Background: an optimization exercise with open tools, aiming at small area, a short achievable clock period and few clock cycles per item. Do not read the settings as production practice.
The RTL was checked by simulation tests, not by an equivalence proof against the original design.
No activity file was given, so power comes from the tool's default toggle rates.

// yuv420_block_csc
module yuv420_block_csc (
    input  wire        clk,
    input  wire        rst,         
    input  wire        in_valid,
    output wire        in_ready,
    input  wire [31:0] in_y,        
    input  wire [7:0]  in_u,
    input  wire [7:0]  in_v,
    output wire        out_valid,
    input  wire        out_ready,
    output wire [95:0] out_rgb      
);
export LEC_CHECK = 0
export CAP_MARGIN = 20
export CORE_MARGIN = 2
export CORE_UTILIZATION = 72
export SLEW_MARGIN = 20
export SYNTH_HIERARCHICAL = 1
create_clock -name core_clock -period 22.0 [get_ports {clk}]
standard.sh (not shown) runs the stock make flow with config.mk's settings and CLKGATE_MAP_FILE= SYNTH_SCRIPT=/design/flow/synth_recipe.tcl, a recipe that flattens the netlist after the stock synthesis.
==> flow/flow/run.sh <==
#!/bin/bash
# Layout flow: the standard ORFS flow with these changes:
# - the port buffers are sky130_fd_sc_hd__buf_1 cells instead of the delay
#   cell buffer_ports picks by itself, and the buffer of out_ready (which
#   drives the enable logic of every stage) is sized up to buf_4 after global
#   placement (flow/post_gpl.tcl);
# - clock tree synthesis uses clkbuf_4/clkbuf_8 cells, clusters of up to 30
#   sinks and no dummy loads.
set -euo pipefail
cd "$(dirname "$0")/.."
export BUFFER_PORTS_ARGS="-buffer_cell sky130_fd_sc_hd__buf_1"
export POST_GLOBAL_PLACE_TCL="$PWD/flow/post_gpl.tcl"
export CTS_ARGS="-sink_clustering_enable -repair_clock_nets -dont_use_dummy_load -buf_list {sky130_fd_sc_hd__clkbuf_4 sky130_fd_sc_hd__clkbuf_8} -sink_clustering_size 30"
bash standard.sh > flow_standard.log 2>&1 || { tail -50 flow_standard.log; exit 1; }
tail -5 flow_standard.log
==> flow/flow/post_gpl.tcl <==
# Size the port buffer of out_ready up: out_ready drives the enable logic of
# every pipeline stage, so its buffer has the largest load of all port buffers.
foreach pin [get_pins -of_objects [get_nets out_ready]] {
  if { [get_property $pin direction] == "input" } {
    set inst [get_cells -of_objects $pin]
    puts "post_gpl: [get_full_name $inst] -> sky130_fd_sc_hd__buf_4"
    replace_cell $inst sky130_fd_sc_hd__buf_4
  }
}
The starting point finished with timing, DRC and antenna clean.
Testbench counts at the start, summed over its fixed seeds: cycles 16,024, items 16,000.
Rerun with:
==> flow/flow/run.sh (replaced) <==
#!/bin/bash
# Layout flow: the standard ORFS flow with two changes: the port buffers
# are sky130_fd_sc_hd__buf_1 cells instead of the delay cell buffer_ports picks by
# itself, and clock tree synthesis uses clkbuf_4/clkbuf_8 cells, clusters of up
# to 30 sinks and no dummy loads.
set -euo pipefail
cd "$(dirname "$0")/.."
export BUFFER_PORTS_ARGS="-buffer_cell sky130_fd_sc_hd__buf_1"
export CTS_ARGS="-sink_clustering_enable -repair_clock_nets -dont_use_dummy_load -buf_list {sky130_fd_sc_hd__clkbuf_4 sky130_fd_sc_hd__clkbuf_8} -sink_clustering_size 30"
bash standard.sh > flow_standard.log 2>&1 || { tail -50 flow_standard.log; exit 1; }
tail -5 flow_standard.log
CORE_UTILIZATION = 65   (was 72)
removed: flow/flow/post_gpl.tcl
- worst setup slack is worse by 0.49 ns
- clock skew rose by 0.0094 ns
- power came out higher slightly
- sequential cell count stays the same
- synthesized cell count does not change
- final cell count increases by a few percent
- die area is higher by roughly a tenth
- utilization goes down by 7.7 points
- cell area climbs slightly
- wire length grows slightly
- count of clock-buffer cells in the layout does not change
Rerun with:
==> flow/flow/run.sh (replaced) <==
#!/bin/bash
# Layout flow: the standard ORFS flow with these changes:
# - the port buffers are sky130_fd_sc_hd__buf_1 cells instead of the delay
#   cell buffer_ports picks by itself, and the buffer of out_ready (which
#   drives the enable logic of every stage) is sized up to buf_4 after global
#   placement (flow/post_gpl.tcl);
# - clock tree synthesis uses clkbuf_4/clkbuf_8 cells, clusters of up to 30
#   sinks and no dummy loads.
set -euo pipefail
cd "$(dirname "$0")/.."
export BUFFER_PORTS_ARGS="-buffer_cell sky130_fd_sc_hd__buf_1"
export POST_GLOBAL_PLACE_TCL="$PWD/flow/post_gpl.tcl"
export CTS_ARGS="-sink_clustering_enable -repair_clock_nets -dont_use_dummy_load -buf_list {sky130_fd_sc_hd__clkbuf_4 sky130_fd_sc_hd__clkbuf_8} -sink_clustering_size 30"
bash standard.sh > flow_standard.log 2>&1 || { tail -50 flow_standard.log; exit 1; }
tail -5 flow_standard.log
==> flow/flow/post_gpl.tcl (new file) <==
# Size the port buffer of out_ready up: out_ready drives the enable logic of
# every pipeline stage, so its buffer has the largest load of all port buffers.
foreach pin [get_pins -of_objects [get_nets out_ready]] {
  if { [get_property $pin direction] == "input" } {
    set inst [get_cells -of_objects $pin]
    puts "post_gpl: [get_full_name $inst] -> sky130_fd_sc_hd__buf_4"
    replace_cell $inst sky130_fd_sc_hd__buf_4
  }
}
The new run ran to the end with no violations.
Setup slack gets better by 0.47 ns.
Die area stays the same.
Wire length rose by 0.51%.
Power hardly moves.
Clock skew is higher by 0.0059 ns.


yuv420_block_csc, a different RTL version from the one above (not shown whole).
Size: ~260 flip-flops, roughly 150 I/O pins, about 16000 um2 of cells after synthesis.
export LEC_CHECK = 0
export CAP_MARGIN = 20
export CORE_MARGIN = 2
export CORE_UTILIZATION = 40
export SLEW_MARGIN = 20
export SYNTH_HIERARCHICAL = 1
create_clock -name core_clock -period 22.0 [get_ports {clk}]
==> flow/flow/run.sh <==
#!/bin/bash
# Layout flow: the standard ORFS flow, with the port buffers made of
# sky130_fd_sc_hd__buf_2 cells instead of the buffer buffer_ports picks by
# itself (a slow delay cell). Everything else is the standard flow.
set -euo pipefail
cd "$(dirname "$0")/.."
export BUFFER_PORTS_ARGS="-buffer_cell sky130_fd_sc_hd__buf_2"
bash standard.sh > flow_standard.log 2>&1 || { tail -50 flow_standard.log; exit 1; }
tail -5 flow_standard.log
Testbench counts at the start, summed over its fixed seeds: cycles 16,024, items 16,000.
Then changed:
- CTS_BUF_LIST: not set -> sky130_fd_sc_hd__clkbuf_8
- CTS_CLUSTER_SIZE: not set -> 25
=> The changed run finished clean. Cell area stays flat. Non-clock buffer count is unchanged. Power shrinks by 2.0%. Wire length grows by 0.36%. Sequential power hardly moves. Clock-buffer cell count grows by 14. Worst setup slack gets worse by 0.015 ns. Via count grows by 0.68%. Maximum frequency stays flat. Core utilization hardly moves.


yuv420_block_csc, a different RTL version from the one above (not shown whole).
For scale: about 1200 cells after synthesis, roughly 260 flip-flops, roughly 16000 µm² of cells after synthesis.
Settings: LEC_CHECK=0, CAP_MARGIN=20, CORE_MARGIN=2, CORE_UTILIZATION=65, SLEW_MARGIN=20, SYNTH_HIERARCHICAL=1; clock period 22.0 ns.
==> flow/flow/run.sh <==
#!/bin/bash
# Layout flow: the standard ORFS flow with two changes: the port buffers
# are sky130_fd_sc_hd__buf_2 cells instead of the delay cell buffer_ports picks by
# itself, and clock tree synthesis uses clkbuf_4/clkbuf_8 cells, clusters of up
# to 30 sinks and no dummy loads.
set -euo pipefail
cd "$(dirname "$0")/.."
export BUFFER_PORTS_ARGS="-buffer_cell sky130_fd_sc_hd__buf_1"
export CTS_ARGS="-sink_clustering_enable -repair_clock_nets -dont_use_dummy_load -buf_list {sky130_fd_sc_hd__clkbuf_4 sky130_fd_sc_hd__clkbuf_8} -sink_clustering_size 30"
bash standard.sh > flow_standard.log 2>&1 || { tail -50 flow_standard.log; exit 1; }
tail -5 flow_standard.log
The baseline produced a clean layout.
Testbench counts at the start, summed over its fixed seeds: cycles 16,024, items 16,000.
Then changed:
--- a/flow/flow/run.sh
+++ b/flow/flow/run.sh
@@ -2,3 +2,3 @@
 # Layout flow: the standard ORFS flow with two changes: the port buffers
-# are sky130_fd_sc_hd__buf_2 cells instead of the delay cell buffer_ports picks by
+# are sky130_fd_sc_hd__buf_1 cells instead of the delay cell buffer_ports picks by
 # itself, and clock tree synthesis uses clkbuf_4/clkbuf_8 cells, clusters of up
--- a/flow/config.mk
+++ b/flow/config.mk
@@ -9,3 +9,3 @@
 export CORE_MARGIN = 2
-export CORE_UTILIZATION = 65
+export CORE_UTILIZATION = 55
 export SLEW_MARGIN = 20
Outcome: Sequential power climbs by about 1%. Worst setup slack is about the same. Sequential share of layout area went down by 0.33 points. Via count went down by 1.7%. Total power grows by 0.67%. Utilization drops by 10 points. Register-to-register slack got worse by 0.08 ns. Synthesized cell count is unchanged. Routed wire length climbs by 0.78%. Clock power is higher by about 6%. Clock-buffer cell count rises by 3.


Setup of rev 12:
Another version of the RTL of yuv420_block_csc (not shown whole).
For scale: ~260 flip-flops, ~150 I/O pins, about 16,000 um^2 of cells after synthesis.
Settings: LEC_CHECK=0, CAP_MARGIN=20, CORE_MARGIN=2, CORE_UTILIZATION=40, SLEW_MARGIN=20, SYNTH_HIERARCHICAL=1; clock period 22.0 ns.
==> flow/flow/run.sh <==
#!/bin/bash
# Layout flow: the standard ORFS flow with two changes: the port buffers
# are sky130_fd_sc_hd__buf_2 cells instead of the delay cell buffer_ports picks by
# itself, and clock tree synthesis uses clkbuf_4/clkbuf_8 cells, clusters of up
# to 30 sinks and no dummy loads.
set -euo pipefail
cd "$(dirname "$0")/.."
export BUFFER_PORTS_ARGS="-buffer_cell sky130_fd_sc_hd__buf_2"
export CTS_ARGS="-sink_clustering_enable -repair_clock_nets -dont_use_dummy_load -buf_list {sky130_fd_sc_hd__clkbuf_4 sky130_fd_sc_hd__clkbuf_8} -sink_clustering_size 30"
bash standard.sh > flow_standard.log 2>&1 || { tail -50 flow_standard.log; exit 1; }
tail -5 flow_standard.log
Testbench counts of rev 12, summed over its fixed seeds: cycles 16,024, items 16,000.
## Diff of input files: rev 13 against rev 12
-- flow/config.mk --
<<< rev 12, line 9
export CORE_MARGIN = 2
export CORE_UTILIZATION = 40
export SLEW_MARGIN = 20
>>> rev 13, line 9
export CORE_MARGIN = 2
export CORE_UTILIZATION = 65
export SLEW_MARGIN = 20
--- outcome ---
- Diff rev 12 -> rev 13: setup slack picked up an extra 0.084 ns; height of the die fell by 21%.
- Run comparison: rev 12 source of the critical timing path b_rgb[7]$_DFFE_PP_; rev 13 source of the critical timing path b_rgb[69]$_DFFE_PP_
- Against rev 12 as the reference, rev 13 delivers a lower clock share of power.
- [compare] base=rev 12 new=rev 13: first-iteration DRC count climbed 178; met3 track demand over resource climbed 2.0 points.


RTL: one of the versions met above, not the one the previous note started from.
Size in the first run: ~1200 cells after synthesis, about 150 I/O pins.
==> flow/config.mk <==
export PLATFORM = sky130hd
export DESIGN_NAME = yuv420_block_csc
export DESIGN_NICKNAME = yuv420_block_csc
export VERILOG_FILES = /design/flow/design.v
export SDC_FILE = /design/flow/constraint.sdc
export NUM_CORES = 4
export LEC_CHECK = 0
export CAP_MARGIN = 20
export CORE_MARGIN = 2
export CORE_UTILIZATION = 80
export SLEW_MARGIN = 20
export SYNTH_HIERARCHICAL = 1
==> flow/constraint.sdc <==
create_clock -name core_clock -period 22.0 [get_ports {clk}]
set_input_delay 4.4000 -clock core_clock [delete_from_list [all_inputs] [get_ports {clk}]]
set_output_delay 4.4000 -clock core_clock [all_outputs]
set_load 0.01 [all_outputs]
Scripts as last shown in full above: flow/flow/run.sh
Testbench counts at the start, summed over its fixed seeds: cycles 16,024, items 16,000.
Next try:
==> flow/flow/run.sh (replaced) <==
#!/bin/bash
# Layout flow: the standard ORFS flow with two changes: the port buffers
# are sky130_fd_sc_hd__buf_1 cells instead of the delay cell buffer_ports picks by
# itself, and clock tree synthesis uses clkbuf_4/clkbuf_8 cells, clusters of up
# to 30 sinks and no dummy loads.
set -euo pipefail
cd "$(dirname "$0")/.."
export BUFFER_PORTS_ARGS="-buffer_cell sky130_fd_sc_hd__buf_1"
export CTS_ARGS="-sink_clustering_enable -repair_clock_nets -dont_use_dummy_load -buf_list {sky130_fd_sc_hd__clkbuf_4 sky130_fd_sc_hd__clkbuf_8} -sink_clustering_size 30"
bash standard.sh > flow_standard.log 2>&1 || { tail -50 flow_standard.log; exit 1; }
tail -5 flow_standard.log
CORE_UTILIZATION = 65   (was 80)
Effect: Final cell count came out higher by a few percent; first-iteration DRC count drops by a quarter to a third; setup slack gets better by 0.049 ns; non-clock buffer count goes up by 3; maximum frequency came out higher slightly; critical path depth is unchanged; final area falls slightly; synthesized area is unchanged.
Next try:
ABC_AREA = 1   (was not set)
Combinational power goes down by roughly a tenth.
Worst hold slack improves by 0.011 ns.
Wire length goes down slightly.
Worst setup slack degrades by 0.051 ns.
Cell count goes up by a quarter to a third.
Sequential power goes down by a few percent.


Another version of the RTL of yuv420_block_csc (not shown whole).
Size in the first run: about 1200 cells after synthesis, about 260 flip-flops, roughly 150 I/O pins, roughly 16000 sq um of cells after synthesis.
==> flow/config.mk <==
export PLATFORM = sky130hd
export DESIGN_NAME = yuv420_block_csc
export DESIGN_NICKNAME = yuv420_block_csc
export VERILOG_FILES = /design/flow/design.v
export SDC_FILE = /design/flow/constraint.sdc
export NUM_CORES = 4
export LEC_CHECK = 0
export CAP_MARGIN = 20
export CORE_MARGIN = 2
export CORE_UTILIZATION = 40
export SLEW_MARGIN = 20
export SYNTH_HIERARCHICAL = 1
==> flow/constraint.sdc <==
create_clock -name core_clock -period 22.0 [get_ports {clk}]
set_input_delay 4.4000 -clock core_clock [delete_from_list [all_inputs] [get_ports {clk}]]
set_output_delay 4.4000 -clock core_clock [all_outputs]
set_load 0.01 [all_outputs]
==> flow/flow/run.sh <==
#!/bin/bash
# Layout flow: the standard ORFS flow with two changes: the port buffers
# are sky130_fd_sc_hd__buf_2 cells instead of the delay cell buffer_ports picks by
# itself, and clock tree synthesis inserts no dummy loads.
set -euo pipefail
cd "$(dirname "$0")/.."
export BUFFER_PORTS_ARGS="-buffer_cell sky130_fd_sc_hd__buf_2"
export CTS_ARGS="-sink_clustering_enable -repair_clock_nets -dont_use_dummy_load"
bash standard.sh > flow_standard.log 2>&1 || { tail -50 flow_standard.log; exit 1; }
tail -5 flow_standard.log
Testbench counts at the start, summed over its fixed seeds: cycles 16,024, items 16,000.
Next try:
--- a/flow/flow/run.sh
+++ b/flow/flow/run.sh
@@ -7,3 +7,3 @@
 export BUFFER_PORTS_ARGS="-buffer_cell sky130_fd_sc_hd__buf_2"
-export CTS_ARGS="-sink_clustering_enable -repair_clock_nets -dont_use_dummy_load"
+export CTS_ARGS="-sink_clustering_enable -repair_clock_nets -dont_use_dummy_load -buf_list {sky130_fd_sc_hd__clkbuf_4 sky130_fd_sc_hd__clkbuf_8} -sink_clustering_size 30"
 bash standard.sh > flow_standard.log 2>&1 || { tail -50 flow_standard.log; exit 1; }
Result: The new run went through all stages and came out clean. Worst hold slack gets worse by 20 ps. Sequential power stays flat. Synthesized cell count does not change. Maximum frequency is lower by 0.44%. Clock-buffer cell count is higher by 16.


RTL: one of the versions met above, not the one the previous note started from.
For scale: roughly 1200 cells after synthesis, ~260 flip-flops, about 150 I/O pins, about 0.016 mm² of cells after synthesis.
clock: 22.0 ns
lec_check: 0
cap_margin: 20
core_margin: 2
core_utilization: 65
slew_margin: 20
synth_hierarchical: 1
==> flow/flow/run.sh <==
#!/bin/bash
# Layout flow: the standard ORFS flow with two changes: the port buffers
# are sky130_fd_sc_hd__buf_2 cells instead of the delay cell buffer_ports picks by
# itself, and clock tree synthesis uses clkbuf_4/clkbuf_8 cells, clusters of up
# to 30 sinks and no dummy loads.
set -euo pipefail
cd "$(dirname "$0")/.."
export BUFFER_PORTS_ARGS="-buffer_cell sky130_fd_sc_hd__buf_2"
export CTS_ARGS="-sink_clustering_enable -repair_clock_nets -dont_use_dummy_load -buf_list {sky130_fd_sc_hd__clkbuf_8 sky130_fd_sc_hd__clkbuf_16} -sink_clustering_size 20"
bash standard.sh > flow_standard.log 2>&1 || { tail -50 flow_standard.log; exit 1; }
tail -5 flow_standard.log
The baseline passed the timing, DRC and antenna checks.
Testbench counts at the start, summed over its fixed seeds: cycles 16,024, items 16,000.
Then changed:
--- a/flow/flow/run.sh
+++ b/flow/flow/run.sh
@@ -9 +9 @@
-export CTS_ARGS="-sink_clustering_enable -repair_clock_nets -dont_use_dummy_load -buf_list {sky130_fd_sc_hd__clkbuf_8 sky130_fd_sc_hd__clkbuf_16} -sink_clustering_size 20"
+export CTS_ARGS="-sink_clustering_enable -repair_clock_nets -dont_use_dummy_load -buf_list {sky130_fd_sc_hd__clkbuf_4 sky130_fd_sc_hd__clkbuf_8} -sink_clustering_size 30"
Total power is lower by about 2.5%.
Global-route usage barely changes.
Combinational power stays flat.
Cell count rises by 0.85%.
Cell area decreases by 0.58%.
Clock-buffer cell count rose by 14.
Sequential power stays flat.
Die area is unchanged.

[separate check: timing with driven ports]
In the flow no input, the clock included, has a driving cell. The finished layouts below were timed again as built, in two steps. Step 1, drivers: a clkbuf_16 drives clk and a buf_2 each remaining input, both assumed. Step 2 also shifts input and output timing later by t, the mid clock arrival at the registers, as if the neighbouring blocks saw the same clock. Slacks: ideal / step 1 / step 2; pairs: ideal / step 1.
run	t (ns)	setup WS [ns]	latest minus earliest clock arrival (ns)
the first run of note 1	0.550	16.491 / 16.446 / 16.135	0.086 / 0.086
the second run of note 1	0.553	16.005 / 16.015 / 15.462	0.096 / 0.096
the third run of note 1	0.553	16.475 / 16.429 / 16.062	0.099 / 0.099
the first run of note 2	0.572	16.455 / 16.412 / 15.970	0.031 / 0.031
the second run of note 2	0.599	16.440 / 16.394 / 15.943	0.026 / 0.026
the first run of note 3	0.555	16.485 / 16.436 / 16.035	0.057 / 0.057
the second run of note 3	0.562	16.485 / 16.442 / 16.075	0.040 / 0.040
rev 12	0.621	16.399 / 16.350 / 15.975	0.107 / 0.108
rev 13	0.557	16.484 / 16.438 / 15.968	0.069 / 0.070
the first run of note 5	0.566	16.436 / 16.391 / 16.009	0.073 / 0.074
the second run of note 5	0.555	16.485 / 16.436 / 16.035	0.057 / 0.057
the third run of note 5	0.555	16.434 / 16.386 / 16.181	0.042 / 0.041
the first run of note 6	0.567	16.449 / 16.407 / 15.913	0.084 / 0.084
the second run of note 6	0.597	16.425 / 16.375 / 15.968	0.084 / 0.083
the first run of note 7	0.553	16.494 / 16.446 / 16.061	0.023 / 0.023
the second run of note 7	0.542	16.491 / 16.448 / 16.065	0.048 / 0.047
After both steps setup and hold are still met in every run listed. For the second run of note 1, which loses most, drivers alone change the setup slack by +0.010 ns; drivers and shift together by -0.543 ns.
